What follows belongs to an exercise in optimizing a design on an open flow for small area; a production flow would make more cautious choices. Function was checked by simulation only, so behaviour that the tests miss may differ from the original. Power figures rest on the tool's default switching activity, not on a simulated workload.

==> wip/tundra <==
==> flow/design.v (excerpt) <==
module pixtolic_pp (
    input  wire        clk,
    input  wire        rst,
    input  wire        active,
    input  wire        new_line,
    input  wire        new_frame,
    input  wire        adv,
    input  wire        prog_we,
    input  wire [2:0]  prog_addr,
    input  wire [44:0] prog_wdata,
    input  wire [2:0]  prog_last,
    input  wire        frame_we,
    input  wire [31:0] frame_wdata,
    output wire        result_ready,
    output wire [95:0] pix_out
);
==> module pixtolic_alu, before the edit <==
module pixtolic_alu (
    input  wire       clk,
    input  wire [3:0] sel_a,
    input  wire [3:0] sel_b,
    input  wire       sh_a,
    input  wire       sh_b,
    input  wire       inv,
    input  wire       kp,
    input  wire       kg,
    input  wire       ka,
    input  wire [3:0] we,
    input  wire       c_in,
    output wire       c_out,
    output wire       p,
    output wire       r
);
    reg gp0, gp1, gp2, gp3;
    wire a = (gp0 & sel_a[0]) | (gp1 & sel_a[1]) | (gp2 & sel_a[2]) | (gp3 & sel_a[3]) | sh_a;
    wire b = (gp0 & sel_b[0]) | (gp1 & sel_b[1]) | (gp2 & sel_b[2]) | (gp3 & sel_b[3]) | sh_b;
    wire bx = b ^ inv;
    wire g  = a & bx;
    assign p     = a ^ bx;
    assign c_out = g | (p & c_in);
    assign r     = ((p & kp) | (g & kg)) ^ (c_in & ka);
    always @(posedge clk) begin
        if (we[0]) gp0 <= r;
        if (we[1]) gp1 <= r;
        if (we[2]) gp2 <= r;
        if (we[3]) gp3 <= r;
    end
endmodule
==> module pixtolic_lane, before the edit <==
module pixtolic_lane #(
    parameter [2:0] LANE = 3'd0
) (
    input  wire        clk,
    input  wire [3:0]  sel_a,     
    input  wire [3:0]  sel_b,
    input  wire [31:0] sh_a,
    input  wire [31:0] sh_b,
    input  wire        xl_a,      
    input  wire        xl_b,
    input  wire        inv,       
    input  wire        kp,        
    input  wire        kg,        
    input  wire        ka,        
    input  wire        c_eq,      
    input  wire        c_lt,
    input  wire        c_gt,
    input  wire [4:0]  we,        
    output reg  [11:0] out_pix
);
    wire [31:0] sa = {sh_a[31:3], sh_a[2:0] | (LANE & {3{xl_a}})};
    wire [31:0] sb = {sh_b[31:3], sh_b[2:0] | (LANE & {3{xl_b}})};
    wire [32:0] c;
    wire [31:0] p;
    wire [31:0] r;
    reg  gp0_0, gp1_0, gp2_0, gp3_0;
    wire a0  = (gp0_0 & sel_a[0]) | (gp1_0 & sel_a[1]) | (gp2_0 & sel_a[2]) | (gp3_0 & sel_a[3]) | sa[0];
    wire b0  = (gp0_0 & sel_b[0]) | (gp1_0 & sel_b[1]) | (gp2_0 & sel_b[2]) | (gp3_0 & sel_b[3]) | sb[0];
    wire bx0 = b0 ^ inv;
    wire g0  = a0 & bx0;
    assign c[0] = inv;
    assign p[0] = a0 ^ bx0;
    assign c[1] = g0 | (p[0] & c[0]);
    genvar i;
    generate
        for (i = 1; i < 32; i = i + 1) begin : g_bit
            pixtolic_alu u_bit (
                .clk  (clk),
                .sel_a(sel_a),
                .sel_b(sel_b),
                .sh_a (sa[i]),
                .sh_b (sb[i]),
                .inv  (inv),
                .kp   (kp),
                .kg   (kg),
                .ka   (ka),
                .we   (we[3:0]),
                .c_in (c[i]),
                .c_out(c[i+1]),
                .p    (p[i]),
                .r    (r[i])
            );
        end
    endgenerate
    wire eq  = &p;
    wire lt  = p[31] ? ~c[31] : c[32];
    wire cmp = (c_eq & eq) | (c_lt & lt) | (c_gt & ~lt & ~eq);
    assign r[0] = (((p[0] & kp) | (g0 & kg)) ^ (c[0] & ka)) | cmp;
    always @(posedge clk) begin
        if (we[0]) gp0_0 <= r[0];
        if (we[1]) gp1_0 <= r[0];
        if (we[2]) gp2_0 <= r[0];
        if (we[3]) gp3_0 <= r[0];
        if (we[4]) out_pix <= r[11:0];
    end
endmodule
==> module pixtolic_pp, before the edit <==
module pixtolic_pp (
    input  wire        clk,
    input  wire        rst,
    input  wire        active,
    input  wire        new_line,
    input  wire        new_frame,
    input  wire        adv,
    input  wire        prog_we,
    input  wire [2:0]  prog_addr,
    input  wire [44:0] prog_wdata,
    input  wire [2:0]  prog_last,
    input  wire        frame_we,
    input  wire [31:0] frame_wdata,
    output wire        result_ready,
    output wire [95:0] pix_out
);
    localparam NLANES = 8;
    wire [3:0] w_opc  = prog_wdata[12:9];
    wire [2:0] w_dest = prog_wdata[8:6];
    wire [5:0] w_code = w_opc[3] ? {3'd5 + {1'b0, w_opc[1:0]}, w_dest}
                                 : {w_dest, w_opc[2:0]};
    wire [43:0] w_word = {prog_wdata[44:13], w_code, prog_wdata[5:0]};
    reg [43:0] prog_mem [0:7];
    always @(posedge clk) begin
        if (prog_we)
            prog_mem[prog_addr] <= w_word;
    end
    reg  [7:0]  pc_oh;
    reg  [8:0]  y_coord;
    reg  [31:0] frame_counter;
    reg  [6:0]  xc;
    reg         xoff;
    reg [43:0] instr;
    integer k;
    always @(*) begin
        instr = 44'd0;
        for (k = 0; k < 8; k = k + 1)
            instr = instr | (prog_mem[k] & {44{pc_oh[k]}});
    end
    wire [5:0]  code     = instr[11:6];
    wire        hi_code  = (code[5:3] > 3'd4);
    wire [2:0]  left_op  = instr[2:0];
    wire [2:0]  right_op = instr[5:3];
    wire [2:0]  dest     = hi_code ? code[2:0] : code[5:3];
    wire [3:0]  opcode   = hi_code ? {2'b10, code[4:3] - 2'd1} : {1'b0, code[2:0]};
    wire [31:0] imm      = instr[43:12];
    wire [7:0] last_oh = 8'd1 << prog_last;
    assign result_ready = |(pc_oh & last_oh);
    wire eff_adv     = adv & active;
    wire end_of_line = xoff & (xc == 7'd79);
    wire x_reset     = new_frame | (new_line & eff_adv);
    always @(posedge clk) begin
        if (rst | new_frame | eff_adv)
            pc_oh <= 8'd1;
        else if (active & ~result_ready)
            pc_oh <= {pc_oh[6:0], pc_oh[7]};
    end
    always @(posedge clk) begin
        if (rst) begin
            xc   <= 7'd0;
            xoff <= 1'b0;
        end else if (x_reset) begin
            xc   <= 7'd0;
            xoff <= 1'b1;
        end else if (eff_adv) begin
            xc   <= (xc == 7'd79) ? 7'd0 : xc + 7'd1;
        end
    end
    always @(posedge clk) begin
        if (rst)
            y_coord <= 9'd0;
        else if (new_frame)
            y_coord <= 9'd0;
        else if (eff_adv && end_of_line)
            y_coord <= (y_coord == 9'd479) ? 9'd0 : y_coord + 9'd1;
    end
    always @(posedge clk) begin
        if (rst)
            frame_counter <= 32'd0;
        else if (frame_we)
            frame_counter <= frame_wdata;
        else if (new_frame)
            frame_counter <= frame_counter + 32'd1;
    end
    wire is_not = (opcode == 4'd0);
    wire [31:0] x_sh = {22'd0, xc, 3'd0};
    wire [31:0] sh_a_all = (left_op[1:0] == 2'd0) ? x_sh :
                           (left_op[1:0] == 2'd1) ? {23'd0, y_coord} :
                           (left_op[1:0] == 2'd2) ? frame_counter : imm;
    wire [31:0] sh_b_all = (right_op[1:0] == 2'd0) ? x_sh :
                           (right_op[1:0] == 2'd1) ? {23'd0, y_coord} :
                           (right_op[1:0] == 2'd2) ? frame_counter : imm;
    wire [3:0]  sel_a = {4{~left_op[2]}} & (4'd1 << left_op[1:0]);
    wire [3:0]  sel_b = {4{~right_op[2] & ~is_not}} & (4'd1 << right_op[1:0]);
    wire [31:0] sh_a  = left_op[2] ? sh_a_all : 32'd0;
    wire [31:0] sh_b  = (right_op[2] & ~is_not) ? sh_b_all : 32'd0;
    wire        xl_a  = xoff & (left_op == 3'd4);
    wire        xl_b  = xoff & (right_op == 3'd4) & ~is_not;
    wire op_and = (opcode == 4'd1);
    wire op_or  = (opcode == 4'd2);
    wire op_xor = (opcode == 4'd3);
    wire op_add = (opcode == 4'd4);
    wire op_sub = (opcode == 4'd5);
    wire op_eq  = (opcode == 4'd6);
    wire op_gt  = (opcode == 4'd7);
    wire op_gte = (opcode == 4'd8);
    wire op_lt  = (opcode == 4'd9);
    wire op_lte = (opcode == 4'd10);
    wire inv  = ~(op_and | op_or | op_xor | op_add);
    wire kp   = ~rst & (is_not | op_or | op_xor | op_add | op_sub);
    wire kg   = ~rst & (op_and | op_or);
    wire ka   = ~rst & (op_add | op_sub);
    wire c_eq = ~rst & (op_eq | op_gte | op_lte);
    wire c_lt = ~rst & (op_lt | op_lte);
    wire c_gt = ~rst & (op_gt | op_gte);
    wire [4:0] we = {5{rst}} | (5'd1 << dest);
    genvar l;
    generate
        for (l = 0; l < NLANES; l = l + 1) begin : g_lane
            pixtolic_lane #(.LANE(l)) u_lane (
                .clk    (clk),
                .sel_a  (sel_a),
                .sel_b  (sel_b),
                .sh_a   (sh_a),
                .sh_b   (sh_b),
                .xl_a   (xl_a),
                .xl_b   (xl_b),
                .inv    (inv),
                .kp     (kp),
                .kg     (kg),
                .ka     (ka),
                .c_eq   (c_eq),
                .c_lt   (c_lt),
                .c_gt   (c_gt),
                .we     (we),
                .out_pix(pix_out[12*l +: 12])
            );
        end
    endgenerate
endmodule
==> flow/config.mk <==
export PLATFORM = sky130hd
export DESIGN_NAME = pixtolic_pp
export DESIGN_NICKNAME = pixtolic_pp
export VERILOG_FILES = /design/flow/design.v
export SDC_FILE = /design/flow/constraint.sdc
export NUM_CORES = 4
export LEC_CHECK = 0
export ABC_AREA = 0
export ABC_CLOCK_PERIOD_IN_PS = 12000
export CAP_MARGIN = 20
export CORE_MARGIN = 2
export CORE_UTILIZATION = 50
export SLEW_MARGIN = 20
export SYNTH_HIERARCHICAL = 1
==> flow/constraint.sdc <==
create_clock -name core_clock -period 12.0 [get_ports {clk}]
set_input_delay 2.4000 -clock core_clock [delete_from_list [all_inputs] [get_ports {clk}]]
set_output_delay 2.4000 -clock core_clock [all_outputs]
set_load 0.01 [all_outputs]
standard.sh (not shown) runs the stock make flow with config.mk's settings and CLKGATE_MAP_FILE= SYNTH_SCRIPT=/design/flow/synth_recipe.tcl, a recipe that flattens the netlist after the stock synthesis.
==> flow/flow/run.sh <==
#!/bin/bash
# The standard layout (standard.sh: the standard flow's synthesis and ORFS flow), with two
# changes passed to ORFS through its own variables:
#  - port buffers use the smallest buffer cell (every port still gets one);
#  - the clock tree uses clkbuf_8 with larger sink clusters and no dummy loads.
# Each ORFS step writes its own log under orfs/logs/; make's output goes to make.log.
set -euo pipefail
export BUFFER_PORTS_ARGS="-buffer_cell sky130_fd_sc_hd__buf_1"
export CTS_ARGS="-sink_clustering_enable -repair_clock_nets -dont_use_dummy_load -buf_list sky130_fd_sc_hd__clkbuf_8 -sink_clustering_size 14 -sink_clustering_max_diameter 70"
bash standard.sh > make.log 2>&1
==> wip/maple (differences from wip/tundra) <==
--- a/flow/design.v
+++ b/flow/design.v
@@ -1,31 +1,29 @@
 module pixtolic_alu (
-    input  wire       clk,
-    input  wire [3:0] sel_a,
-    input  wire [3:0] sel_b,
-    input  wire       sh_a,
-    input  wire       sh_b,
-    input  wire       inv,
-    input  wire       kp,
-    input  wire       kg,
-    input  wire       ka,
-    input  wire [3:0] we,
-    input  wire       c_in,
-    output wire       c_out,
-    output wire       p,
-    output wire       r
+    input  wire [31:0] a,
+    input  wire [31:0] b,
+    input  wire        inv,       
+    input  wire        kp,        
+    input  wire        kg,        
+    input  wire        ka,        
+    input  wire        c_eq,      
+    input  wire        c_lt,
+    input  wire        c_gt,
+    output wire [31:0] result
 );
-    reg gp0, gp1, gp2, gp3;
-    wire a = (gp0 & sel_a[0]) | (gp1 & sel_a[1]) | (gp2 & sel_a[2]) | (gp3 & sel_a[3]) | sh_a;
-    wire b = (gp0 & sel_b[0]) | (gp1 & sel_b[1]) | (gp2 & sel_b[2]) | (gp3 & sel_b[3]) | sh_b;
-    wire bx = b ^ inv;
-    wire g  = a & bx;
-    assign p     = a ^ bx;
-    assign c_out = g | (p & c_in);
-    assign r     = ((p & kp) | (g & kg)) ^ (c_in & ka);
-    always @(posedge clk) begin
-        if (we[0]) gp0 <= r;
-        if (we[1]) gp1 <= r;
-        if (we[2]) gp2 <= r;
-        if (we[3]) gp3 <= r;
-    end
+    wire [31:0] bx = b ^ {32{inv}};
+    wire [31:0] p  = a ^ bx;
+    wire [31:0] g  = a & bx;
+    wire [32:0] c;
+    assign c[0] = inv;
+    genvar i;
+    generate
+        for (i = 0; i < 32; i = i + 1) begin : g_bit
+            assign c[i+1] = g[i] | (p[i] & c[i]);
+        end
+    endgenerate
+    wire [31:0] r = ((p & {32{kp}}) | (g & {32{kg}})) ^ (c[31:0] & {32{ka}});
+    wire eq = &p;
+    wire lt = p[31] ? ~c[31] : a[31];
+    wire cmp = (c_eq & eq) | (c_lt & lt) | (c_gt & ~lt & ~eq);
+    assign result = {r[31:1], r[0] | cmp};
 endmodule
@@ -41,7 +39,7 @@
     input  wire        xl_b,
-    input  wire        inv,       
-    input  wire        kp,        
-    input  wire        kg,        
-    input  wire        ka,        
-    input  wire        c_eq,      
+    input  wire        inv,
+    input  wire        kp,
+    input  wire        kg,
+    input  wire        ka,
+    input  wire        c_eq,
     input  wire        c_lt,
@@ -51,46 +49,20 @@
 );
-    wire [31:0] sa = {sh_a[31:3], sh_a[2:0] | (LANE & {3{xl_a}})};
-    wire [31:0] sb = {sh_b[31:3], sh_b[2:0] | (LANE & {3{xl_b}})};
-    wire [32:0] c;
-    wire [31:0] p;
-    wire [31:0] r;
-    reg  gp0_0, gp1_0, gp2_0, gp3_0;
-    wire a0  = (gp0_0 & sel_a[0]) | (gp1_0 & sel_a[1]) | (gp2_0 & sel_a[2]) | (gp3_0 & sel_a[3]) | sa[0];
-    wire b0  = (gp0_0 & sel_b[0]) | (gp1_0 & sel_b[1]) | (gp2_0 & sel_b[2]) | (gp3_0 & sel_b[3]) | sb[0];
-    wire bx0 = b0 ^ inv;
-    wire g0  = a0 & bx0;
-    assign c[0] = inv;
-    assign p[0] = a0 ^ bx0;
-    assign c[1] = g0 | (p[0] & c[0]);
-    genvar i;
-    generate
-        for (i = 1; i < 32; i = i + 1) begin : g_bit
-            pixtolic_alu u_bit (
-                .clk  (clk),
-                .sel_a(sel_a),
-                .sel_b(sel_b),
-                .sh_a (sa[i]),
-                .sh_b (sb[i]),
-                .inv  (inv),
-                .kp   (kp),
-                .kg   (kg),
-                .ka   (ka),
-                .we   (we[3:0]),
-                .c_in (c[i]),
-                .c_out(c[i+1]),
-                .p    (p[i]),
-                .r    (r[i])
-            );
-        end
-    endgenerate
-    wire eq  = &p;
-    wire lt  = p[31] ? ~c[31] : c[32];
-    wire cmp = (c_eq & eq) | (c_lt & lt) | (c_gt & ~lt & ~eq);
-    assign r[0] = (((p[0] & kp) | (g0 & kg)) ^ (c[0] & ka)) | cmp;
-    always @(posedge clk) begin
-        if (we[0]) gp0_0 <= r[0];
-        if (we[1]) gp1_0 <= r[0];
-        if (we[2]) gp2_0 <= r[0];
-        if (we[3]) gp3_0 <= r[0];
-        if (we[4]) out_pix <= r[11:0];
+    reg  [31:0] gp0, gp1, gp2, gp3;
+    wire [31:0] result;
+    wire [31:0] xa = {29'd0, LANE & {3{xl_a}}};
+    wire [31:0] xb = {29'd0, LANE & {3{xl_b}}};
+    wire [31:0] a = (gp0 & {32{sel_a[0]}}) | (gp1 & {32{sel_a[1]}}) |
+                    (gp2 & {32{sel_a[2]}}) | (gp3 & {32{sel_a[3]}}) | sh_a | xa;
+    wire [31:0] b = (gp0 & {32{sel_b[0]}}) | (gp1 & {32{sel_b[1]}}) |
+                    (gp2 & {32{sel_b[2]}}) | (gp3 & {32{sel_b[3]}}) | sh_b | xb;
+    pixtolic_alu u_alu (
+        .a(a), .b(b), .inv(inv), .kp(kp), .kg(kg), .ka(ka),
+        .c_eq(c_eq), .c_lt(c_lt), .c_gt(c_gt), .result(result)
+    );
+    always @(posedge clk) begin
+        if (we[0]) gp0 <= result;
+        if (we[1]) gp1 <= result;
+        if (we[2]) gp2 <= result;
+        if (we[3]) gp3 <= result;
+        if (we[4]) out_pix <= result[11:0];
     end
==> flow/run.sh (new file) <==
#!/bin/bash
# synth_recipe.tcl (not shown) runs the flow's synth.tcl, then flattens the netlist and writes it again
# the make line also repeats each setting of config.mk as NAME=value (left out here)
make -C /OpenROAD-flow-scripts/flow DESIGN_CONFIG=/design/flow/config.mk WORK_HOME=/design/flow/orfs CLKGATE_MAP_FILE= SYNTH_SCRIPT=/design/flow/synth_recipe.tcl finish
- ABC_AREA: 0 -> 1
- CTS_BUF_LIST: not set -> sky130_fd_sc_hd__clkbuf_8
- CTS_CLUSTER_DIAMETER: not set -> 70
- CTS_CLUSTER_SIZE: not set -> 14
- SYNTH_HIERARCHICAL: 1 -> not set
removed: flow/flow/run.sh
removed: flow/standard.sh
==> wip/raven (differences from wip/tundra) <==
--- a/flow/design.v
+++ b/flow/design.v
@@ -119,7 +119,3 @@
     wire [43:0] w_word = {prog_wdata[44:13], w_code, prog_wdata[5:0]};
-    reg [43:0] prog_mem [0:7];
-    always @(posedge clk) begin
-        if (prog_we)
-            prog_mem[prog_addr] <= w_word;
-    end
+    wire [7:0] word_we = {8{prog_we}} & (8'd1 << prog_addr);
     reg  [7:0]  pc_oh;
@@ -129,9 +125,15 @@
     reg         xoff;
-    reg [43:0] instr;
-    integer k;
-    always @(*) begin
-        instr = 44'd0;
-        for (k = 0; k < 8; k = k + 1)
-            instr = instr | (prog_mem[k] & {44{pc_oh[k]}});
-    end
+    wire [43:0] instr;
+    genvar j;
+    generate
+        for (j = 0; j < 44; j = j + 1) begin : g_prog
+            pixtolic_prog_bit u_col (
+                .clk  (clk),
+                .we   (word_we),
+                .wbit (w_word[j]),
+                .sel  (pc_oh),
+                .rbit (instr[j])
+            );
+        end
+    endgenerate
     wire [5:0]  code     = instr[11:6];
@@ -237 +239,17 @@
 endmodule
+module pixtolic_prog_bit (
+    input  wire       clk,
+    input  wire [7:0] we,
+    input  wire       wbit,
+    input  wire [7:0] sel,
+    output wire       rbit
+);
+    reg [7:0] w;
+    integer k;
+    always @(posedge clk) begin
+        for (k = 0; k < 8; k = k + 1)
+            if (we[k])
+                w[k] <= wbit;
+    end
+    assign rbit = |(w & sel);
+endmodule
--- a/flow/flow/run.sh
+++ b/flow/flow/run.sh
@@ -8,3 +8,3 @@
 export BUFFER_PORTS_ARGS="-buffer_cell sky130_fd_sc_hd__buf_1"
-export CTS_ARGS="-sink_clustering_enable -repair_clock_nets -dont_use_dummy_load -buf_list sky130_fd_sc_hd__clkbuf_8 -sink_clustering_size 14 -sink_clustering_max_diameter 70"
+export CTS_ARGS="-sink_clustering_enable -repair_clock_nets -dont_use_dummy_load -buf_list sky130_fd_sc_hd__clkbuf_8 -sink_clustering_size 15 -sink_clustering_max_diameter 75"
 bash standard.sh > make.log 2>&1
- CAP_MARGIN: 20 -> 10
- SLEW_MARGIN: 20 -> 10
==> metrics list <==
* Non-clock buffering overhead in the final layout: 2.26%
* Post-layout min period: 10810 ps
- Critical Path Start: pc_oh[3]$_SDFFE_PP0P_
* Footprint of the multi-input gates: 0.0285 sq mm
- CTS HTree Levels: 3
* Worst setup slack after layout: 1190 ps
- In this run the power spent charging and discharging nets is 4.05 mW.
- For the combinational group, total power comes out at 3.08 mW.
- Routed length on met2: 111000 um
- The flow ran to the end and the layout has no timing, DRC or antenna violations.
- Std-Cell Core Area: 0.146 sq mm
- Most used cells in the layout excluding fill and tap cells: sky130_fd_sc_hd__edfxtp_1, sky130_fd_sc_hd__nand2_1, sky130_fd_sc_hd__a21oi_1, sky130_fd_sc_hd__xor2_1, sky130_fd_sc_hd__a222oi_1
- Fill cells in the final layout number 12081.
- Leak pwr: 30.0 nW
* Met1 demand-to-capacity share in global routing: 43.9%
- Net switching fraction of the power: 31.6%
* Clk. pwr: 2.50 mW
- By instance count, the cell type seen most on the critical path is sky130_fd_sc_hd__a21o_1.
[end of results for wip/raven]
==> metrics list <==
- After layout, the minimum clock period comes to 10070 ps.
- The H-tree generated during clock tree synthesis spans 4 levels.
* Critical Path Most Common Cell: sky130_fd_sc_hd__nand2_1
- Footprint of the multi-input gates: 0.0290 sq mm
* Critical Path Start: pc_oh[1]$_SDFFE_PP0P_
* Met1 demand-to-capacity share in global routing: 47.0%
- The region available for standard cell placement spans 0.157 sq mm.
* Worst setup slack after layout: 1930 ps
- Non-clock buffering takes up 3.98% of total cell area after layout.
- The flow ran to the end and the layout has no timing, DRC or antenna violations.
* Number of inserted filler cells in the final layout: 13440
[end of results for wip/maple]
==> metrics list <==
- Outcome: finished clean
- Critical Path Most Common Cell: sky130_fd_sc_hd__a21o_1
- After detailed routing, the met2 layer carries 107000 um of wire.
- Net switching fraction of the power: 32.0%
- In the final layout, the multi-input gates occupy 0.0284 sq mm.
* Post-layout min period: 10590 ps
- Net switching power: 4.28 mW
- Leak pwr: 29.8 nW
- Std-Cell Core Area: 0.147 sq mm
[end of results for wip/tundra]

## what the ideal ports hide
The flow's constraints put no driver on any port. The routed layouts listed below were extracted and timed again, unchanged, in two steps. Step 1 (the two cells are an assumption about what drives the block):
set clk [get_ports {clk}]
set_driving_cell -lib_cell sky130_fd_sc_hd__clkbuf_16 $clk
set_driving_cell -lib_cell sky130_fd_sc_hd__buf_2 [delete_from_list [all_inputs] $clk]
Step 2 times the ports against the registers' clock, not the clock port: input delays grow and output delays shrink by t, the midpoint of the rising clock arrivals with the driver on. Three values: ideal ports, drivers, drivers and shift; two values: the first two.
run	shift t [ns]	setup WS [ns]	cell pins on the clock port's net
wip/tundra	0.934	1.410 / 1.410 / 1.410	1
wip/maple	1.014	1.935 / 1.935 / 1.935	1
wip/raven	0.936	1.192 / 1.192 / 1.192	1
After both steps every run listed still meets setup and hold.
